Context: an optimization exercise on an open-source flow, tuned for small area, a short achievable clock period and few clock cycles per item. The choices shown serve that exercise and are no tape-out recipe.
At most, simulation tests tie the RTL to the original design; equivalence was not proved.
No activity file was given, so power comes from the tool's default toggle rates.

## txmod_shaper
module txmod_shaper (
    input  wire        clk,
    input  wire        rst,           
    input  wire        in_valid,
    output wire        in_ready,
    input  wire [7:0]  in_byte,
    input  wire        in_lodev,      
    output reg         out_valid,
    input  wire        out_ready,
    output reg  [15:0] out_sample
);
Size in the first run: about 1300 cells after synthesis, roughly 31 I/O pins, roughly 12000 µm² of cells after synthesis.
export LEC_CHECK = 0
export ABC_AREA = 1
export CAP_MARGIN = 20
export CORE_MARGIN = 2
export CORE_UTILIZATION = 40
export CTS_CLUSTER_DIAMETER = 150
export CTS_CLUSTER_SIZE = 40
export PLACE_DENSITY = 0.6
export SLEW_MARGIN = 20
create_clock -name core_clock -period 12.0 [get_ports {clk}]
standard.sh (not shown) runs the stock make flow with config.mk's settings and CLKGATE_MAP_FILE= SYNTH_SCRIPT=/design/flow/synth_recipe.tcl, a recipe that flattens the netlist after the stock synthesis.
==> flow/flow/run.sh <==
#!/bin/bash
# The standard layout, with timing repair aiming for extra setup slack and
# plain buffers (instead of delay cells) on the ports.
set -euo pipefail
bash standard.sh SETUP_SLACK_MARGIN=8.5 "BUFFER_PORTS_ARGS=-buffer_cell sky130_fd_sc_hd__buf_2" finish > standard_flow.log 2>&1
Testbench counts at the start, summed over its fixed seeds: cycles 38,432, samples 38,400.
Change:
CTS_CLUSTER_DIAMETER = unset   (was 150)
CTS_CLUSTER_SIZE = unset   (was 40)
The changed run went through all stages and came out clean.
Wire length stays the same.
Clock skew does not change.
Setup slack is unchanged.
Clock power barely changes.
Synthesized cell count stays the same.
Total power stays the same.
Hold slack stays the same.
Change:
CTS_BUF_LIST = sky130_fd_sc_hd__clkbuf_8   (was unset)
Sequential share of layout area rises by 0.38 points.
Sequential cell count is unchanged.
Combinational power is about the same.
Change:
CTS_BUF_LIST = sky130_fd_sc_hd__clkbuf_4 sky130_fd_sc_hd__clkbuf_8   (was sky130_fd_sc_hd__clkbuf_8)
What happened: The changed run completed with no timing, DRC or antenna violations. Power does not change. Register-to-register slack stays flat. Synthesized area stays the same. Maximum frequency stays the same. Global-route usage stays the same. Routed wire length is unchanged. Worst hold slack does not change. Via count does not change. Clock skew does not change. Sequential power is about the same.


Another version of the RTL of txmod_shaper (not shown whole).
Size in the first run: about 1400 cells after synthesis, about 31 I/O pins, roughly 0.011 mm² of cells after synthesis.
clock: 12.0 ns
lec_check: 0
abc_area: 1
cap_margin: 20
core_margin: 2
core_utilization: 40
place_density: 0.6
slew_margin: 20
==> flow/flow/run.sh <==
#!/bin/bash
# The standard layout, with timing repair aiming for extra setup slack and
# plain buffers (instead of delay cells) on the ports.
set -euo pipefail
bash standard.sh SETUP_SLACK_MARGIN=8.4 "BUFFER_PORTS_ARGS=-buffer_cell sky130_fd_sc_hd__buf_2" finish > standard_flow.log 2>&1
Next try:
CORE_UTILIZATION = 55   (was 40)
PLACE_DENSITY = 0.7   (was 0.6)
- The new run finished with timing, DRC and antenna clean
- sequential cell count stays the same
- via count is higher slightly
- area after synthesis does not change
- cell area goes up slightly
- cell count is lower by a few percent
- count of clock-buffer cells in the layout goes down by 1
- critical path depth is higher by 2
- hold slack hardly moves
- total power went up by a few percent
- utilization rises by 19 points
No functional check of the RTL was part of any run of this note.


txmod_shaper, a different RTL version from the one above (not shown whole).
Size in the first run: ~31 I/O pins, about 11000 µm² of cells after synthesis.
export LEC_CHECK = 0
export ABC_AREA = 1
export CAP_MARGIN = 20
export CORE_MARGIN = 2
export CORE_UTILIZATION = 40
export CTS_BUF_LIST = sky130_fd_sc_hd__clkbuf_8
export PLACE_DENSITY = 0.6
export SLEW_MARGIN = 20
create_clock -name core_clock -period 12.0 [get_ports {clk}]
==> flow/flow/run.sh <==
#!/bin/bash
# The standard layout, with timing repair aiming for extra setup slack and
# plain buffers (instead of delay cells) on the ports.
set -euo pipefail
bash standard.sh SETUP_SLACK_MARGIN=8.6 "BUFFER_PORTS_ARGS=-buffer_cell sky130_fd_sc_hd__buf_2" finish > standard_flow.log 2>&1
The baseline completed without violations.
Testbench counts at the start, summed over its fixed seeds: cycles 38,432, samples 38,400.
==> next run, changes <==
==> flow/flow/run.sh (replaced) <==
#!/bin/bash
# The standard layout, with timing repair aiming for extra setup slack and
# plain buffers (instead of delay cells) on the ports.
set -euo pipefail
bash standard.sh SETUP_SLACK_MARGIN=8.7 "BUFFER_PORTS_ARGS=-buffer_cell sky130_fd_sc_hd__buf_2" finish > standard_flow.log 2>&1
CTS_BUF_LIST = not set   (was sky130_fd_sc_hd__clkbuf_8)
The changed run went through all stages and came out clean.
Cell count barely changes.
Routed wire length went up by 2.6%.
Clock-buffer cell count is unchanged.
Worst setup slack is better by 56 ps.
Die area stays the same.
Fmax went up by about 1.7%.
Register-to-register slack is better by 120 ps.
Synthesized area is unchanged.
Global-route usage went down by 0.15 points.
Final area went up by about 3.7%.
==> next run, changes <==
==> flow/flow/run.sh (replaced) <==
#!/bin/bash
# The standard layout, with timing repair aiming for extra setup slack and
# plain buffers (instead of delay cells) on the ports.
set -euo pipefail
bash standard.sh SETUP_SLACK_MARGIN=8.5 "BUFFER_PORTS_ARGS=-buffer_cell sky130_fd_sc_hd__buf_2" finish > standard_flow.log 2>&1
CTS_BUF_LIST = sky130_fd_sc_hd__clkbuf_8   (was not set)
After rerunning: Cell area drops by a few percent; wire length came out lower slightly; critical path depth went up by 11; clock skew grows by 4.2 ps; non-clock buffer count came out lower by 9; sequential power stays flat; sequential share of layout area went up by 1.5 points; core utilization falls by 2.4 points; via count stays flat; setup slack gets worse by 160 ps.
==> next run, changes <==
==> flow/flow/run.sh (replaced) <==
#!/bin/bash
# The standard layout, with timing repair aiming for extra setup slack and
# plain buffers (instead of delay cells) on the ports.
set -euo pipefail
bash standard.sh SETUP_SLACK_MARGIN=8.6 "BUFFER_PORTS_ARGS=-buffer_cell sky130_fd_sc_hd__buf_2" finish > standard_flow.log 2>&1
CAP_MARGIN = 0   (was 20)
SLEW_MARGIN = 0   (was 20)
Global-route usage goes up by 0.42 points.
Cell count goes up slightly.
Cell area is higher slightly.
First-iteration DRC count rises by about a fifth.
Non-clock buffer count increases by 9.
Core utilization increases by 0.68 points.
Sequential power stays flat.
Synthesized cell count is unchanged.
Wire length shrinks slightly.
Area after synthesis is unchanged.
Via count barely changes.

==> port drivers added, routing unchanged <==
The flow's constraints put no driver on any port. The routed layouts listed below were extracted and timed again, unchanged, in two steps. Step 1, drivers: a clkbuf_16 drives clk and a buf_2 each remaining input, both assumed. Step 2 adds t to the input delays and takes it off the output delays; t is the mean of the earliest and latest rising clock arrival at the registers after step 1. Input paths then give back, and output paths get back, about the clock's delay inside the block. a / b / c = ideal / step 1 / step 2; a / b = the first two.
run | shift t [ns] | slack for setup (ns) | hold WS [ns] | clock arrival spread, ns
the first run of note 1 | 0.481 | 8.540 / 8.540 / 8.212 | 0.446 / 0.446 / 0.446 | 0.016 / 0.016
the second run of note 1 | 0.481 | 8.540 / 8.540 / 8.212 | 0.446 / 0.446 / 0.446 | 0.016 / 0.016
the third run of note 1 | 0.499 | 8.519 / 8.519 / 8.170 | 0.451 / 0.451 / 0.451 | 0.027 / 0.027
the fourth run of note 1 | 0.499 | 8.519 / 8.519 / 8.170 | 0.451 / 0.451 / 0.451 | 0.027 / 0.027
the first run of note 2 | 0.411 | 8.376 / 8.376 / 8.232 | 0.425 / 0.425 / 0.425 | 0.016 / 0.015
the second run of note 2 | 0.416 | 8.346 / 8.346 / 8.265 | 0.427 / 0.427 / 0.427 | 0.018 / 0.018
the first run of note 3 | 0.505 | 8.591 / 8.557 / 8.313 | 0.447 / 0.447 / 0.447 | 0.024 / 0.024
the second run of note 3 | 0.473 | 8.647 / 8.601 / 8.345 | 0.441 / 0.441 / 0.441 | 0.022 / 0.022
the third run of note 3 | 0.505 | 8.490 / 8.490 / 8.318 | 0.452 / 0.452 / 0.452 | 0.025 / 0.026
the fourth run of note 3 | 0.498 | 8.614 / 8.568 / 8.327 | 0.455 / 0.455 / 0.455 | 0.027 / 0.027
After both steps setup and hold are still met in every run listed.
